Source: an optimization exercise on an open RTL-to-GDS flow (aim: small area, a short achievable clock period and few clock cycles per item). Production flows keep margins and buffers that such runs may drop. The RTL of this run was laid out without a check of its function. No activity file was given, so power comes from the tool's default toggle rates.

===== flow/config.mk =====
export PLATFORM = sky130hd
export DESIGN_NAME = rgbe2rgba
export DESIGN_NICKNAME = rgbe2rgba
export VERILOG_FILES = /design/flow/design.v
export SDC_FILE = /design/flow/constraint.sdc
export NUM_CORES = 4
export LEC_CHECK = 0
export ABC_AREA = 1
export CAP_MARGIN = 20
export CORE_MARGIN = 2
export CORE_UTILIZATION = 40
export CTS_BUF_LIST = sky130_fd_sc_hd__clkbuf_4 sky130_fd_sc_hd__clkbuf_8
export SETUP_SLACK_MARGIN = 3.6
export SLEW_MARGIN = 20

===== flow/constraint.sdc =====
create_clock -name core_clock -period 7.0 [get_ports {clk}]
set_input_delay 1.4000 -clock core_clock [delete_from_list [all_inputs] [get_ports {clk}]]
set_output_delay 1.4000 -clock core_clock [all_outputs]
set_load 0.01 [all_outputs]

===== flow/design.v =====
module rgbe_channel (
    input  wire [7:0]  m,
    input  wire [7:0]  e,
    input  wire        mode,
    output wire [7:0]  rot,      
    output wire        inc,      
    output wire [1:0]  top,      
    output wire [7:0]  ex        
);
    wire nz  = |m;
    wire all = &m;
    wire elo  = (e[7:2] == 6'd0) & (e[1:0] != 2'b11);      
    wire ebig = (e[7:4] != 4'd0) | (e[3:1] == 3'b101) | (e[3:2] == 2'b11);
    wire eq0  = (e == 8'd0);
    wire eq1  = (e == 8'd1);
    wire eq2  = (e == 8'd2);
    wire eq3  = (e == 8'd3);
    reg [7:0] lim, keep;
    integer k;
    always @(*) begin
        lim  = 8'd0;
        keep = 8'd0;
        if (ebig) begin
            lim  = 8'h01;
            keep = 8'hFF;
        end else begin
            for (k = 3; k <= 9; k = k + 1)
                if (e[3:0] == k) begin
                    lim  = 8'd1 << (10 - k);
                    keep = 8'hFF << (10 - k);
                end
        end
    end
    wire [7:0] ml = m | lim;
    reg  [2:0] lz;
    always @(*) begin
        casez (ml)
            8'b1???????: lz = 3'd0;
            8'b01??????: lz = 3'd1;
            8'b001?????: lz = 3'd2;
            8'b0001????: lz = 3'd3;
            8'b00001???: lz = 3'd4;
            8'b000001??: lz = 3'd5;
            8'b0000001?: lz = 3'd6;
            default:     lz = 3'd7;
        endcase
    end
    wire normal = all ? !(eq0 | eq1) : ((m & keep) != 8'd0);
    wire [2:0] esub = e[2:0] + 3'd5;
    wire [2:0] amt  = elo ? esub : lz;
    wire [7:0] r1 = amt[2] ? {m[3:0], m[7:4]} : m;
    wire [7:0] r2 = amt[1] ? {r1[5:0], r1[7:6]} : r1;
    wire [7:0] r3 = amt[0] ? {r2[6:0], r2[7]} : r2;
    assign rot = all ? 8'd0 : r3;
    wire fix = mode & (((m[7:6] == 2'b01) & m[0] & eq3) |
                       (m[7] & ((eq2 & (m[1:0] == 2'b10)) |
                                (eq1 & (m[2:0] == 3'b101)) |
                                (eq0 & (m[3:0] == 4'b1011)))));
    assign inc = rot[7] | fix;
    assign top = {(rot[6] & !eq0 & !eq1) | (all & eq1),
                  (rot[5] & !eq0) | (all & eq0)};
    wire [3:0] kk = all ? 4'd1 : {1'b0, lz} + 4'd2;
    assign ex = normal ? (e - {4'd0, kk}) : 8'd0;
endmodule
module rgbe_round (
    input  wire [7:0]  rot,
    input  wire        inc,
    input  wire [1:0]  top,
    input  wire [7:0]  ex,
    output wire [31:0] f
);
    wire [7:0] lo;
    genvar g;
    generate
        for (g = 0; g < 8; g = g + 1) begin : g_lo
            if (g == 0) begin : g_b0
                assign lo[g] = rot[g] ^ inc;
            end else begin : g_bn
                assign lo[g] = rot[g] ^ (inc & (&rot[g-1:0]));
            end
        end
    endgenerate
    assign f = {1'b0, ex, top, rot[4:0], rot, lo};
endmodule
module rgbe2rgba (
    input  wire        clk,
    input  wire        rst,         
    input  wire        in_valid,
    output wire        in_ready,
    input  wire [31:0] in_rgbe,     
    input  wire        in_mode,     
    output wire        out_valid,
    input  wire        out_ready,
    output wire [31:0] out_r,
    output wire [31:0] out_g,
    output wire [31:0] out_b,
    output wire [31:0] out_a
);
    localparam [31:0] ONE = 32'h3F800000;
    wire [7:0] rot_r, rot_g, rot_b;
    wire       inc_r, inc_g, inc_b;
    wire [1:0] top_r, top_g, top_b;
    wire [7:0] ex_r, ex_g, ex_b;
    rgbe_channel u_r (.m(in_rgbe[7:0]),   .e(in_rgbe[31:24]), .mode(in_mode),
                      .rot(rot_r), .inc(inc_r), .top(top_r), .ex(ex_r));
    rgbe_channel u_g (.m(in_rgbe[15:8]),  .e(in_rgbe[31:24]), .mode(in_mode),
                      .rot(rot_g), .inc(inc_g), .top(top_g), .ex(ex_g));
    rgbe_channel u_b (.m(in_rgbe[23:16]), .e(in_rgbe[31:24]), .mode(in_mode),
                      .rot(rot_b), .inc(inc_b), .top(top_b), .ex(ex_b));
    reg        s1_valid;
    reg [18:0] s1_r, s1_g, s1_b;    
    wire s1_load = !s1_valid || out_ready;
    assign in_ready = s1_load;
    always @(posedge clk) begin
        if (rst) begin
            s1_valid <= 1'b0;
        end else if (s1_load) begin
            s1_valid <= in_valid;
        end
        if (s1_load) begin
            s1_r <= {ex_r, top_r, inc_r, rot_r};
            s1_g <= {ex_g, top_g, inc_g, rot_g};
            s1_b <= {ex_b, top_b, inc_b, rot_b};
        end
    end
    rgbe_round v_r (.rot(s1_r[7:0]), .inc(s1_r[8]), .top(s1_r[10:9]), .ex(s1_r[18:11]), .f(out_r));
    rgbe_round v_g (.rot(s1_g[7:0]), .inc(s1_g[8]), .top(s1_g[10:9]), .ex(s1_g[18:11]), .f(out_g));
    rgbe_round v_b (.rot(s1_b[7:0]), .inc(s1_b[8]), .top(s1_b[10:9]), .ex(s1_b[18:11]), .f(out_b));
    assign out_valid = s1_valid;
    assign out_a = ONE;
endmodule

===== flow/run.sh =====
#!/bin/bash
# synth_recipe.tcl (not shown) runs the flow's synth.tcl, then flattens the netlist and writes it again
# the make line also repeats each setting of config.mk as NAME=value (left out here)
make -C /OpenROAD-flow-scripts/flow DESIGN_CONFIG=/design/flow/config.mk WORK_HOME=/design/flow/orfs CLKGATE_MAP_FILE= SYNTH_SCRIPT=/design/flow/synth_recipe.tcl finish

==> results.txt <==
==> timing repair <==
item | 4_1_cts | 5_1_grt
buffers inserted | 61 | 23
gates cloned | 1 | 0
pin swaps | 83 | 73
endpoints found under the setup margin | 67 | 61
gates resized for setup | 213 | 131
==> path summary, 6_finish.rpt <==
path | to | slack, ns
setup / recovery | s1_r[17] | 2.80
hold / removal | s1_b[12] | 0.72
setup reg to reg | s1_b[10] | 5.71
hold reg to reg | s1_b[12] | 0.72
==> registers in the layout, summed over array words and instances, names as in the netlist <==
name / cells
s1_b: 19
s1_g: 19
s1_r: 19
s1_valid: 1
==> layout make-up <==
class | count | area share (%)
multi-input cells | 591 | 46.50
repair buffers | 216 | 24.01
flip-flops and latches | 58 | 20.02
inverters | 95 | 4.701
well taps | 176 | 2.546
clock buffers | 14 | 2.083
clock inverters | 2 | 0.1446
==> routing by layer <==
metal / up-vias / share of wire [%] / wire (µm)
li1: 2838 / - / -
met1: 2692 / 44 / 7717
met2: 195 / 48 / 8433
met3: 32 / 5.7 / 996
met4: 0 / 2.6 / 452
met5: - / 0 / 0
==> Yosys cell counts <==
library cell	instances	area share, %
fa_1	3	1.1
nor2_2	5	0.57
inv_2	7	0.48
o2111ai_1	3	0.48
o21ai_1	33	3.0
buf_2	2	0.18
inv_4	1	0.11
clkbuf_1	5	0.34
o32ai_2	1	0.30
or3_1	1	0.11
nand3_1	33	3.0
and2_1	5	0.57
nor3_1	12	1.1
nor2_1	96	6.6
nand3_2	6	1.1
conb_1	2	0.14
o311ai_0	1	0.16
nand3_4	1	0.32
nand2_1	211	14
ha_1	22	5.0
edfxtp_1	57	31
o21ai_0	21	1.9
o21ai_2	3	0.48
a211oi_1	2	0.27
buf_4	52	7.1
nand4_2	1	0.23
xor2_1	21	3.4
o21bai_1	1	0.14
o32ai_1	1	0.16
inv_1	87	6.0
nand2_4	2	0.41
nor2_4	4	0.82
xnor2_1	7	1.1
nor4_1	8	0.91
a21oi_1	17	1.6
nand2_2	9	1.0
or2_2	1	0.11
dfxtp_1	1	0.37
buf_6	3	0.62
nand4_1	20	2.3
o31ai_1	1	0.14
nor3b_1	2	0.27
nor2_8	1	0.37
==> cells by family after synthesis <==
family	after synthesis
and+or+nand+nor	418
other	2
buffers and inverters	157
adders and majority gates	25
xor gates and xnor gates	28
AOI/OAI and AO/OA	84
DFF	58
==> power groups by stage <==
stage | registers [mW] | clock network [mW] | logic [mW]
global route | 0.474 | 0.322 | 0.655
finish | 0.468 | 0.302 | 0.606
floorplan | 0.503 | 0 | 0.255
detailed placement | 0.482 | 0 | 0.491
CTS | 0.469 | 0.309 | 0.554
global placement | 0.479 | 0 | 0.489
==> metrics by stage <==
| step | hold WS (ns) | power [mW] | setup slack (ns) | cell area, µm² | instances |
|---|---|---|---|---|---|
| 6_report | 0.7187 | 1.376 | 2.795 | 8651 | 1152 |
| 5_1_grt | 0.7264 | 1.451 | 2.649 | 8651 | 1152 |
| 4_1_cts | 0.7075 | 1.331 | 2.772 | 7998 | 1129 |
| 3_5_place_dp | 0.8601 | 0.9733 | 1.237 | 6868 | 1051 |
| 3_3_place_gp | 0.8407 | 0.9681 | 1.355 | 6868 | 1051 |
| 2_1_floorplan | 0.9689 | 0.7577 | 2.716 | 5782 | 805 |
==> metrics.md <==
| Metric | Value |
|---|---|
| Status | `no timing/DRC/antenna violations` |
| Layout cell share with drive strength beyond 1 | `between 30% and 40%` |
| Pin count of the biggest net entering global routing | `29` |
| Setup violators final | `0` |
| CTS buffer count | `9` |
| Hold Startpoint | `s1_valid` |
| Hold path depth | `1` |
| Worst r2r path cells | `2` |
| Global routing usage on met1 | `roughly 30%` |
| Skew final | `0.01456 ns` |
| Drc violations | `0` |
| Switching Fraction | `33.60%` |
| Critical path startpoint category | `input port` |
| CTS tree | `yes` |
| Critical path's top delay family | `simple AND/OR/NAND/NOR gates` |
| Routability cong. | `roughly 0.93` |
| Crit Path Max Fanout | `11` |
| Die footprint | `between 0.01 and 0.015 mm²` |
| Starting Density | `41.22%` |
| Yosys reg bits | `just under 60` |
| WP buf/inv | `9` |
| Slew HR | `about half` |
| Vias in the first global route | `around 5,300` |
| Commonest non-fill, non-tap cell in the layout | `nand2_1` |
| Worst slew pin tran | `0.7472 ns` |
| CTS root buf | `clkbuf_8` |
| TritonRoute pass-1 iters | `4` |
| Cts-stage hold buffer count | `0` |
| Fin crit period | `4.205 ns` |
| CP max-delay cell | `fa_2` |
| Port bufs | `about 130` |
| Worst Setup End Kind | `flop` |
| I/O pin cnt | `around 170` |
| Via count of the routed design | `between 5,000 and 6,000` |
| Die height | `between 100 and 150 µm` |
| Leak Pwr | `around 3.9 nW` |
| Compound-Gate Fraction of Synth Area | `under 10%` |
| Row count | `42` |
| Initial antenna violation count | `0` |
| Max cap viols | `0` |
| Total Routing Usage GR | `between 20% and 30%` |
| Clock Latency Late Sink | `about 0.36 ns` |
| Detail-routed via count per cell | `4.997` |
| WL/cell | `about 15 µm` |
| Post-Synth Simple-Gate Area | `34.25%` |
| Sink Count | `58` |
| Register area | `about 0.0017 mm²` |
| Iteration-0 DRC Markers | `260` |
| Hold Path Class | `reg2reg` |
| Max incr delay on CP | `around 0.35 ns` |
| Most frequent cells in the layout | `145 x nand2_1, 107 x clkdlybuf4s50_1, 70 x nor2_1` |
| Clk slew on worst S/H paths | `~0.070 ns` |
| Mapped Cells | `approximately 770` |
| CORE AREA | `between 0.01 and 0.015 mm²` |
| Ant diodes | `0` |
| Met2 GRT Util | `between 30% and 40%` |
| WP depth | `26` |
| Grt met3 use | `under 10%` |
| Period utilisation layout | `between 60% and 70%` |
| Final hold violation count | `0` |
| CTS max path bufs | `2` |
| Gate power share | `approximately 44%` |
| Main combinational cell family by area after synthesis | `simple AND/OR/NAND/NOR gates` |
| Finished Core Util | `about two thirds` |
| HPWL after DPL | `around 12 mm` |
| Die X | `121.1 µm` |
| Worst endpoint data arrival time | `4.30 ns` |
| Slew Viols, Final | `0` |
| Synth-to-Final Area Change | `57.85%` |
| Nets | `just over 1,000` |
| Crit path kind | `in2reg` |
| Post-DRT Antenna Nets | `0` |
| Multi-input gate area | `0.004023 mm²` |
| Proportion of power drawn by the clock network | `approximately 22%` |
| Synth warn | `2` |
| Post-synthesis mux area share | `0%` |
| Critical path startpoint | `in_rgbe[25]` |
| RSZ-0062 raised after global routing | `true` |
| Netlist cell types | `43` |
| Max Fclk | `approximately 0.24 GHz` |
| Fill cells | `about 1,100` |
| Internal cell power | `roughly 900 µW` |
| WL final | `roughly 18 mm` |
| Post-synthesis xor/xnor area fraction | `4.475%` |
| WP data required | `just over 7 ns` |
| Switch Pwr | `462.4 µW` |
| Remaining global-route overflow | `0` |
| Flop pwr share | `34.0%` |
| Mapped cell area | `about 0.0055 mm²` |
| R2R Path Start | `s1_valid` |
| Synth Area in Adders | `under 10%` |
| Syn_area_per_cell | `just over 7 µm²` |
| Sequential fraction of the synthesis area | `between 30% and 40%` |
| Maximum vdd drop | `0.1052 mV` |
| H-tree Lvls | `3` |
| First-pass GRT wire length | `26.11 mm` |
| Setup TNS | `0 ns` |
| Global route hottest layer | `met2` |
| Power Dens Cells | `roughly 160 mW/mm²` |

-- what the ideal ports hide --
Ports are ideal in the flow. The routed layout listed here was re-timed in OpenROAD. Step 1, drivers: a clkbuf_16 drives clk and a buf_2 each remaining input, both assumed. Step 2 times the ports against the registers' clock, not the clock port: input delays grow and output delays shrink by t, the midpoint of the rising clock arrivals with the driver on. a / b / c = no drivers / after step 1 / after step 2; a / b = the first two.
t (ns): 0.393
setup WS [ns]: 2.795 / 2.731 / 2.339
hold slack, ns: 0.719 / 0.719 / 0.719
worst register clock-pin slew, ns: 0.07 / 0.07
After both steps this run still meets setup and hold. For this run, drivers alone change the setup slack by -0.064 ns; drivers and shift together by -0.456 ns.
